Background: an optimization exercise with open tools, aiming at small area, a short achievable clock period and few clock cycles. Do not read the settings as production practice. Where RTL was checked, it was by simulation tests only, not by an equivalence proof against the original. Power and IR drop assume default switching activity.

==> inputs of run a <==
Design cc_framer, start of the top module:
module cc_framer (
    input  wire        clk,
    input  wire        rst,
    input  wire        cmd_valid,
    output wire        cmd_ready,
    input  wire [1:0]  cmd_op,       
    input  wire [15:0] cmd_arg,      
    input  wire [31:0] cmd_time,     
    input  wire        in_valid,
    output reg         in_ready,
    input  wire [7:0]  in_data,
    output reg         out_valid,
    input  wire        out_ready,
    output wire [7:0]  out_data,
    output wire        out_last,
    output reg         resp_valid,
    input  wire        resp_ready,
    output reg         resp_err,
    output reg         resp_desync,
    output wire [15:0] resp_nout,
    output reg  [31:0] resp_desync_count
);
clock: 8.0 ns
lec_check: 0
cap_margin: 20
core_margin: 2
core_utilization: 70
cts_cluster_diameter: 100
cts_cluster_size: 30
place_density: 0.8
setup_slack_margin: 5
slew_margin: 20
run.sh (not shown) runs the stock make flow with config.mk's settings and CLKGATE_MAP_FILE= SYNTH_SCRIPT=/design/flow/synth_recipe.tcl, a recipe that flattens the netlist after the stock synthesis.
==> inputs of run b, as changes to run a <==
Settings changed: CORE_UTILIZATION 70 to 40, PLACE_DENSITY 0.8 to 0.6.
==> notes <==
In flip-flop and latch count, run b and run a do not differ. Critical path depth: run b is higher than run a (14). Between run a and run b, the lower die area is in run a (gap 42%, measured against run b). Clock skew: run a is higher than run b (0.0029 ns). Maximum frequency: run a is larger than run b (0.46%). Of run a and run b, run a has the higher first-iteration DRC count (gap about 30%, measured against run b). Sequential share of layout area: run a is higher than run b (1.8 points). Clock-buffer cell count: run a is higher than run b (2). Against run a, the worst setup slack of run b is lower by 0.016 ns.
No run of this note included a check of the RTL's function; only the layout flow was run.


==> inputs of job 9385 <==
Another version of the RTL of cc_framer (not shown whole).
clock: 8.0 ns
lec_check: 0
cap_margin: 20
core_margin: 2
core_utilization: 40
cts_cluster_diameter: 100
cts_cluster_size: 30
place_density: 0.6
setup_slack_margin: 5
slew_margin: 20
==> job 5421 (differences from job 9385) <==
- CORE_UTILIZATION: 40 -> 60
- PLACE_DENSITY: 0.6 -> 0.75
==> qor summary <==
	job 5421	job 9385
Outcome	finished clean	finished clean
Reg area	49800 µm²	49800 µm²
CP startpoint	cnt[5]	cnt[4]
Num CTS Buffers	91	94
Clock-pin transition on the worst setup and hold timing paths	0.11 ns	0.12 ns
First-pass GRT wire length	156 mm	158 mm
Via count of the first global-routing pass	28000	27800
Tmin final	3.14 ns	3.19 ns
Design area	68100 µm²	69300 µm²
Die height	323 µm	395 µm
Number of cells traversed by the worst register-to-register path	16	15
GRT met3 Usage	2.65%	1.99%
Taps Inserted	1357	2030
Met3 Wirelength	3.70 mm	3.49 mm
Detailed Route Iter0 Violations	1705	1641
NetSw	3.90 mW	4.00 mW
Placed Cells	5564	6240
Power Combinational	0.762 mW	0.740 mW
Worst slack on hold paths	0.304 ns	0.310 ns
Net count of the finished layout	4520	4538
Total of fill cells in the finished design	6755	13400
Std cell rows	116	143
Global routing met1 resource utilization	26.9%	18.0%
Pin slew with the least headroom to its limit	1.03 ns	0.983 ns
Final cell utilization of the core	67.8%	45.7%
Met1 wire length	48.1 mm	50.1 mm
Core Area	100000 µm²	152000 µm²
Testbench counts of job 9385, summed over its fixed seeds: cycles 135,818.
Testbench counts of job 5421, summed over its fixed seeds: cycles 135,818.


==> v15: inputs <==
Another version of the RTL of cc_framer (not shown whole).
clock: 8.0 ns
lec_check: 0
cap_margin: 20
core_margin: 2
core_utilization: 40
place_density: 0.6
setup_slack_margin: 5
slew_margin: 20
==> v3 (differences from v15) <==
--- a/flow/design.v
+++ b/flow/design.v
@@ -40,25 +40,23 @@
     reg  [1:0]     fph;            
     reg  [8:0]     fneed;          
     reg            gar;            
     wire           wr;             
     wire           rd;             
-    wire           empty = (cnt == 9'd0);
+    reg            empty;          
+    reg            cnt_1;          
+    reg            cnt_f1;         
+    reg            cnt_f;          
     wire           w_tap = (wp == {PB{1'b0}});
     wire           h_tap = (hp == {PB{1'b0}});
     reg  [7:0]     rbyte;          
+    reg  [K-1:0]   wen;            
     genvar gj;
     generate
         for (gj = 0; gj < K; gj = gj + 1) begin : g_tap
-            wire wsel;
-            if (gj == 0) begin : g_w0
-                assign wsel = wr && (empty || wj == gj);
-            end else begin : g_wj
-                assign wsel = wr && !empty && wj == gj;
-            end
             always @(posedge clk) begin
-                ring[8*(gj*M)+7 -: 8] <= wsel ? in_data
+                ring[8*(gj*M)+7 -: 8] <= (in_valid && wen[gj]) ? in_data
                                          : ring[8*((gj*M+N-1)%N)+7 -: 8];
             end
             if (M > 1) begin : g_seg
                 always @(posedge clk) begin
                     ring[8*(gj*M+M)-1 : 8*(gj*M+1)] <= ring[8*(gj*M+M-1)-1 : 8*(gj*M)];
@@ -80,35 +78,38 @@
     wire         pop = out_valid && out_ready;
     wire [F-1:0] ov_s = pop ? {1'b0, ov[F-1:1]} : ov;
     wire [F-1:0] ins;
     reg  [1:0] rph;                
     reg  [8:0] rneed;              
-    reg  [6:0] frd;                
-    reg  [6:0] fw;                 
+    reg  [5:0] frd;                
+    reg  [5:0] fw;                 
     wire   r_ok   = (gar ? !empty : (frd != fw)) && h_tap;
     assign rd     = r_ok && !ov[F-1];
     wire   r_last = rph[1] && (rneed == 9'd1);
     reg        c_v;
     reg  [1:0] c_op;
     reg [15:0] c_arg;
     reg        c_ok;               
     reg        c_to;               
     reg [15:0] c_dl;               
     reg        c_chk;              
-    reg        c_hto;              
+    reg        c_bl;               
+    reg        c_eq0;              
+    reg        c_eq1;              
     reg [15:0] maxdelay;
     reg        lock;
     reg [31:0] last_time;
     reg        last_valid;
     reg [15:0] rem;                
     reg        cur_des;            
-    reg  [6:0] fr;                 
+    reg  [5:0] fr;                 
     reg [15:0] ncnt;               
     assign resp_nout = ncnt;
-    reg  [8:0]    q [0:D-1];
-    reg  [DB-1:0] q_wp, q_rp;
-    reg  [DB:0]   q_n;
+    reg  [7:0]    q [0:D-1];
+    reg  [DB:0]   q_wp, q_rp;      
+    wire [DB:0]   q_n  = q_wp - q_rp;
+    wire          q_nz = (q_wp != q_rp);
     wire          q_nf = (q_n != D);
     assign cmd_ready = !c_v;
     wire        acc     = cmd_valid && !c_v;
     wire [16:0] t_dl    = {1'b0, cmd_time[15:0]} - {1'b0, last_time[15:0]};
     wire        t_bl    = t_dl[16];
@@ -119,11 +120,10 @@
     generate
         for (gt = 0; gt < 16; gt = gt + 1) begin : g_pa
             assign t_pa[gt+1] = t_pa[gt] & last_time[16+gt];
         end
     endgenerate
-    wire        t_hz    = t_bl ? (t_x == t_pa[15:0]) : (t_x == 16'd0);
     wire        a_chk   = (maxdelay != 16'd0) && last_valid;
     wire        c_feed  = (c_op == OP_FEED);
     wire        c_feedw = c_feed && (c_arg != 16'd0);
     wire        c_disc  = (c_op == OP_DISC) || (c_feed && c_to);
     assign wr = in_valid && in_ready;
@@ -137,33 +137,36 @@
     wire        disc    = st_idle && c_disc;
     wire        push_st = st_idle && !c_feedw;
     wire        push    = fin || push_st;
     wire        st_err  = (c_op == OP_SETMD) && lock;
     wire        st_des  = c_feed && c_to && (fph != 2'd0);
-    wire [8:0]  q_in    = fin ? {fw + {6'd0, w_c}, cur_des, 1'b0}
+    wire [7:0]  q_in    = fin ? {fw + {5'd0, w_c}, cur_des, 1'b0}
                               : {fw, st_des, st_err};
-    wire [8:0]  q_hd    = q[q_rp];
+    wire [7:0]  q_hd    = q[q_rp[DB-1:0]];
     wire        f_pop   = pop && oe[0][8];
-    wire [6:0]  fr_p1   = fr + 7'd1;
-    wire [6:0]  fr_nx   = f_pop ? fr_p1 : fr;
-    wire        hd_eq0  = (fr == q_hd[8:2]);
-    wire        hd_eq1  = (fr_p1 == q_hd[8:2]);
+    wire [5:0]  fr_p1   = fr + 6'd1;
+    wire [5:0]  fr_nx   = f_pop ? fr_p1 : fr;
+    wire        hd_eq0  = (fr == q_hd[7:2]);
+    wire        hd_eq1  = (fr_p1 == q_hd[7:2]);
     wire        rfree   = !resp_valid || resp_ready;
-    wire        rel     = (q_n != 0) && (f_pop ? hd_eq1 : hd_eq0) && rfree;
+    wire        rel     = q_nz && rfree &&
+                          (hd_eq0 || (hd_eq1 && out_valid && oe[0][8] && out_ready));
     wire        g_now   = fph[1] && ((rem[15:9] != 7'd0) || (rem[8:0] >= fneed));
     wire        wr1     = wr && !rd;
     wire        rd1     = rd && !wr;
-    wire        empty_n = disc || (wr1 ? 1'b0 : rd1 ? (cnt == 9'd1) : empty);
-    wire        nfull_n = wr1 ? (cnt != N - 1) : rd1 ? 1'b1 : (cnt != N);
+    wire        empty_n = disc || (wr1 ? 1'b0 : rd1 ? cnt_1 : empty);
+    wire        nfull_n = wr1 ? !cnt_f1 : rd1 ? 1'b1 : !cnt_f;
+    wire [8:0]  cnt_n   = disc ? 9'd0 : wr1 ? cnt + 9'd1 : rd1 ? cnt - 9'd1 : cnt;
     wire        wtap_n  = wr || (wp == M - 1);
     wire        remz_n  = st_feed ? (c_arg == 16'd0) : wr ? (rem == 16'd1) : (rem == 16'd0);
     wire        rem1_n  = st_feed ? (c_arg == 16'd1) : wr ? (rem == 16'd2) : (rem == 16'd1);
-    wire [DB:0] q_n_n   = (push && !rel) ? q_n + 1'b1 :
-                          (rel && !push) ? q_n - 1'b1 : q_n;
     wire        qnf_n   = (q_n < D - 1) || ((q_n == D - 1) && !push);
     wire        ir_n    = !remz_n && (!rem1_n || qnf_n) &&
                           (empty_n || (wtap_n && nfull_n));
+    wire [JB-1:0] wj_n  = (empty_n || (wr && empty)) ? {JB{1'b0}} :
+                          (wr || wp != M - 1) ? wj :
+                          (wj == K - 1) ? {JB{1'b0}} : wj + 1'b1;
     always @(posedge clk) begin
         if (rst) begin
             c_v        <= 1'b0;
             c_ok       <= 1'b0;
             maxdelay   <= 16'd50;
@@ -173,26 +176,30 @@
             rem        <= 16'd0;
             cur_des    <= 1'b0;
             fph        <= 2'd0;
             fneed      <= 9'd0;
             gar        <= 1'b0;
-            fw         <= 7'd0;
-            fr         <= 7'd0;
+            fw         <= 6'd0;
+            fr         <= 6'd0;
             ncnt       <= 16'd0;
             rph        <= 2'd0;
             rneed      <= 9'd0;
-            frd        <= 7'd0;
+            frd        <= 6'd0;
             wp         <= {PB{1'b0}};
             wj         <= {JB{1'b0}};
             hp         <= {PB{1'b0}};
             hj         <= {JB{1'b0}};
             cnt        <= 9'd0;
+            empty      <= 1'b1;
+            cnt_1      <= 1'b0;
+            cnt_f1     <= 1'b0;
+            cnt_f      <= 1'b0;
             in_ready   <= 1'b0;
+            wen        <= {K{1'b0}};
             out_valid  <= 1'b0;
-            q_wp       <= {DB{1'b0}};
-            q_rp       <= {DB{1'b0}};
-            q_n        <= {(DB+1){1'b0}};
+            q_wp       <= {(DB+1){1'b0}};
+            q_rp       <= {(DB+1){1'b0}};
             resp_valid <= 1'b0;
             resp_err   <= 1'b0;
             resp_desync <= 1'b0;
             resp_desync_count <= 32'd0;
         end else begin
@@ -200,25 +207,27 @@
                 c_v    <= 1'b1;
                 c_op   <= cmd_op;
                 c_arg  <= cmd_arg;
                 c_dl   <= t_dl[15:0];
                 c_chk  <= a_chk;
-                c_hto  <= a_chk && !t_hz;
+                c_bl   <= t_bl;
+                c_eq0  <= (t_x == 16'd0);
+                c_eq1  <= (t_x == t_pa[15:0]);
                 if (cmd_op == OP_FEED && maxdelay != 16'd0) begin
                     last_time  <= cmd_time;
                     last_valid <= 1'b1;
                 end
             end else if (start) begin
                 c_v    <= 1'b0;
             end
             c_ok <= c_v && !acc;
-            c_to <= c_hto || (c_chk && (c_dl > maxdelay));
+            c_to <= c_chk && (!(c_bl ? c_eq1 : c_eq0) || (c_dl > maxdelay));
             if (wr) begin
                 rem <= rem - 16'd1;
                 if (w_comp) begin
                     fph  <= 2'd0;
-                    fw   <= fw + 7'd1;
+                    fw   <= fw + 6'd1;
                 end else if (fph[1]) begin
                     fneed <= fneed - 9'd1;
                 end else begin
                     fph  <= fph + 2'd1;
                     fneed <= {1'b0, in_data} + 9'd3;
@@ -261,21 +270,22 @@
                     hj <= (hj == K - 1) ? {JB{1'b0}} : hj + 1'b1;
                 end else begin
                     hp <= hp + 1'b1;
                 end
             end
-            if (disc)
-                cnt <= 9'd0;
-            else if (wr1)
-                cnt <= cnt + 9'd1;
-            else if (rd1)
-                cnt <= cnt - 9'd1;
+            cnt    <= cnt_n;
+            empty  <= (cnt_n == 9'd0);
+            cnt_1  <= (cnt_n == 9'd1);
+            cnt_f1 <= (cnt_n == N - 1);
+            cnt_f  <= (cnt_n == N);
             in_ready <= ir_n;
+            for (ij = 0; ij < K; ij = ij + 1)
+                wen[ij] <= ir_n && (wj_n == ij);
             if (rd) begin
                 if (r_last) begin
                     rph  <= 2'd0;
-                    frd  <= frd + 7'd1;
+                    frd  <= frd + 6'd1;
                 end else if (rph[1]) begin
                     rneed <= rneed - 9'd1;
                 end else begin
                     rph  <= rph + 2'd1;
                     rneed <= {1'b0, rbyte} + 9'd3;
@@ -296,16 +306,15 @@
             end
             if (resp_valid && resp_ready)
                 ncnt <= 16'd0;
             else if (f_pop)
                 ncnt <= ncnt + 16'd1;
-            q_n <= q_n_n;
         end
     end
     always @(posedge clk) begin
         if (push)
-            q[q_wp] <= q_in;
+            q[q_wp[DB-1:0]] <= q_in;
     end
     genvar gi;
     generate
         for (gi = 0; gi < F; gi = gi + 1) begin : g_oq
             assign ins[gi] = rd && !ov_s[gi] && (gi == 0 || ov_s[(gi+F-1)%F]);
--- a/flow/config.mk
+++ b/flow/config.mk
@@ -5,9 +5,11 @@
 export SDC_FILE = /design/flow/constraint.sdc
 export NUM_CORES = 4
 export LEC_CHECK = 0
 export CAP_MARGIN = 20
 export CORE_MARGIN = 2
-export CORE_UTILIZATION = 40
-export PLACE_DENSITY = 0.6
+export CORE_UTILIZATION = 60
+export CTS_CLUSTER_DIAMETER = 100
+export CTS_CLUSTER_SIZE = 30
+export PLACE_DENSITY = 0.75
 export SETUP_SLACK_MARGIN = 5
 export SLEW_MARGIN = 20
==> v4 (differences from v15) <==
--- a/flow/design.v
+++ b/flow/design.v
@@ -88,15 +88,11 @@
     assign rd     = r_ok && !ov[F-1];
     wire   r_last = rph[1] && (rneed == 9'd1);
     reg        c_v;
     reg  [1:0] c_op;
     reg [15:0] c_arg;
-    reg        c_ok;               
     reg        c_to;               
-    reg [15:0] c_dl;               
-    reg        c_chk;              
-    reg        c_hto;              
     reg [15:0] maxdelay;
     reg        lock;
     reg [31:0] last_time;
     reg        last_valid;
     reg [15:0] rem;                
@@ -110,31 +106,34 @@
     wire          q_nf = (q_n != D);
     assign cmd_ready = !c_v;
     wire        acc     = cmd_valid && !c_v;
     wire [16:0] t_dl    = {1'b0, cmd_time[15:0]} - {1'b0, last_time[15:0]};
     wire        t_bl    = t_dl[16];
+    wire [17:0] t_lo    = {2'b0, cmd_time[15:0]} - {2'b0, last_time[15:0]}
+                          - {2'b0, maxdelay} - 18'd1;
+    wire        t_logt  = t_bl ? (t_lo[17:16] != 2'b10) : !t_lo[17];
     wire [15:0] t_x     = cmd_time[31:16] ^ last_time[31:16];
     wire [16:0] t_pa;              
     assign t_pa[0] = 1'b1;
     genvar gt;
     generate
         for (gt = 0; gt < 16; gt = gt + 1) begin : g_pa
             assign t_pa[gt+1] = t_pa[gt] & last_time[16+gt];
         end
     endgenerate
     wire        t_hz    = t_bl ? (t_x == t_pa[15:0]) : (t_x == 16'd0);
-    wire        a_chk   = (maxdelay != 16'd0) && last_valid;
+    wire        a_to    = (maxdelay != 16'd0) && last_valid && (!t_hz || t_logt);
     wire        c_feed  = (c_op == OP_FEED);
     wire        c_feedw = c_feed && (c_arg != 16'd0);
     wire        c_disc  = (c_op == OP_DISC) || (c_feed && c_to);
     assign wr = in_valid && in_ready;
     wire        w_comp  = fph[1] && (fneed == 9'd1);
     wire        w_c     = wr && w_comp;
     wire        fin     = wr && (rem == 16'd1);
-    wire        st_idle = (rem == 16'd0) && c_v && c_ok && (q_nf || c_feedw) &&
+    wire        st_idle = (rem == 16'd0) && c_v && (q_nf || c_feedw) &&
                           (!c_disc || frd == fw);
-    wire        start   = st_idle || (fin && c_v && c_ok && c_feedw && !c_disc);
+    wire        start   = st_idle || (fin && c_v && c_feedw && !c_disc);
     wire        st_feed = start && c_feed;
     wire        disc    = st_idle && c_disc;
     wire        push_st = st_idle && !c_feedw;
     wire        push    = fin || push_st;
     wire        st_err  = (c_op == OP_SETMD) && lock;
@@ -163,11 +162,10 @@
     wire        ir_n    = !remz_n && (!rem1_n || qnf_n) &&
                           (empty_n || (wtap_n && nfull_n));
     always @(posedge clk) begin
         if (rst) begin
             c_v        <= 1'b0;
-            c_ok       <= 1'b0;
             maxdelay   <= 16'd50;
             lock       <= 1'b0;
             last_time  <= 32'd0;
             last_valid <= 1'b0;
             rem        <= 16'd0;
@@ -198,22 +196,18 @@
         end else begin
             if (acc) begin
                 c_v    <= 1'b1;
                 c_op   <= cmd_op;
                 c_arg  <= cmd_arg;
-                c_dl   <= t_dl[15:0];
-                c_chk  <= a_chk;
-                c_hto  <= a_chk && !t_hz;
+                c_to   <= a_to;
                 if (cmd_op == OP_FEED && maxdelay != 16'd0) begin
                     last_time  <= cmd_time;
                     last_valid <= 1'b1;
                 end
             end else if (start) begin
                 c_v    <= 1'b0;
             end
-            c_ok <= c_v && !acc;
-            c_to <= c_hto || (c_chk && (c_dl > maxdelay));
             if (wr) begin
                 rem <= rem - 16'd1;
                 if (w_comp) begin
                     fph  <= 2'd0;
                     fw   <= fw + 7'd1;
--- a/flow/config.mk
+++ b/flow/config.mk
@@ -7,7 +7,7 @@
 export LEC_CHECK = 0
 export CAP_MARGIN = 20
 export CORE_MARGIN = 2
 export CORE_UTILIZATION = 40
 export PLACE_DENSITY = 0.6
-export SETUP_SLACK_MARGIN = 5
+export SETUP_SLACK_MARGIN = 4.5
 export SLEW_MARGIN = 20
==> run summary <==
quantity	v4	v15	v3
Layout clock area frac	10.2%	9.70%	3.65%
Mux contribution to synthesized area	4.12%	3.97%	3.65%
Switching portion of total power	21.4%	20.6%	21.0%
Slowest stage cell, crit path	fa_2	or4_4	or4_4
Count of cell instances traversed by the critical path	16	9	8
Worst path most repeated cell	-	or4_4	or4_4
Layout Area Growth over Synthesis	19.2%	21.2%	11.2%
Final worst clock skew	0.0459 ns	0.0424 ns	0.0336 ns
Vias per cell	4.38	4.42	5.05
Run status	timing/DRC/antenna clean	timing/DRC/antenna clean	timing/DRC/antenna clean
Combined global-route utilization of all metal layers	13.0%	13.5%	19.6%
Setup WS pre-CTS	2.54 ns	3.05 ns	3.18 ns
Fraction of post-synthesis cell area in the top cell type by area	75.5%	75.4%	75.2%
Area taken by multi-input logic gates	11300 um^2	11700 um^2	11600 um^2
Static Leakage	28.1 nW	29.0 nW	26.5 nW
CP startpoint	cmd_time[0]	out_ready	out_ready
Endpoint of the worst-slack reg-to-reg timing path	c_to	resp_desync_count[25]	resp_desync_count[28]
Crit-path max FO	3	6	6
Nets in the synthesized netlist	4255	4276	4340
Met2 Track Usage GR	19.9%	20.3%	32.0%
F_max	251 MHz	291 MHz	317 MHz
Fraction of area in multi-input gates	15.7%	15.9%	17.1%
Function was not checked in any run of this note: the RTL went through the layout flow alone.

[static timing again, ports no longer ideal]
The results above use ideal ports. As a check the final layouts listed here were re-extracted and re-timed, cells and wires unchanged.
Step 1 (the two cells are an assumption about what drives the block):
set clk [get_ports {clk}]
set_driving_cell -lib_cell sky130_fd_sc_hd__clkbuf_16 $clk
set_driving_cell -lib_cell sky130_fd_sc_hd__buf_2 [delete_from_list [all_inputs] $clk]
Step 2 times the ports against the registers' clock, not the clock port: input delays grow and output delays shrink by t, the midpoint of the rising clock arrivals with the driver on.
a / b / c = ideal / step 1 / step 2; a / b = the first two.
run | shift t [ns] | setup slack, ns | latest minus earliest clock arrival (ns) | worst register clock-pin slew, ns | pins driven straight from the clock port
run a | 0.745 | 4.475 / 4.475 / 4.231 | 0.048 / 0.048 | 0.12 / 0.12 | 1
run b | 0.798 | 4.458 / 4.458 / 4.147 | 0.051 / 0.050 | 0.12 / 0.12 | 1
job 9385 | 0.782 | 4.806 / 4.806 / 4.104 | 0.048 / 0.048 | 0.12 / 0.12 | 1
job 5421 | 0.762 | 4.861 / 4.861 / 4.216 | 0.049 / 0.048 | 0.12 / 0.12 | 1
v15 | 0.875 | 4.566 / 4.589 / 3.714 | 0.042 / 0.043 | 0.07 / 0.07 | 1
v3 | 0.748 | 4.848 / 4.876 / 4.128 | 0.048 / 0.048 | 0.12 / 0.12 | 1
v4 | 0.871 | 4.016 / 4.037 / 3.167 | 0.062 / 0.063 | 0.07 / 0.07 | 1
After both steps setup and hold are still met in every run listed. For v15, which loses most, drivers alone change the setup slack by +0.023 ns; drivers and shift together by -0.852 ns.
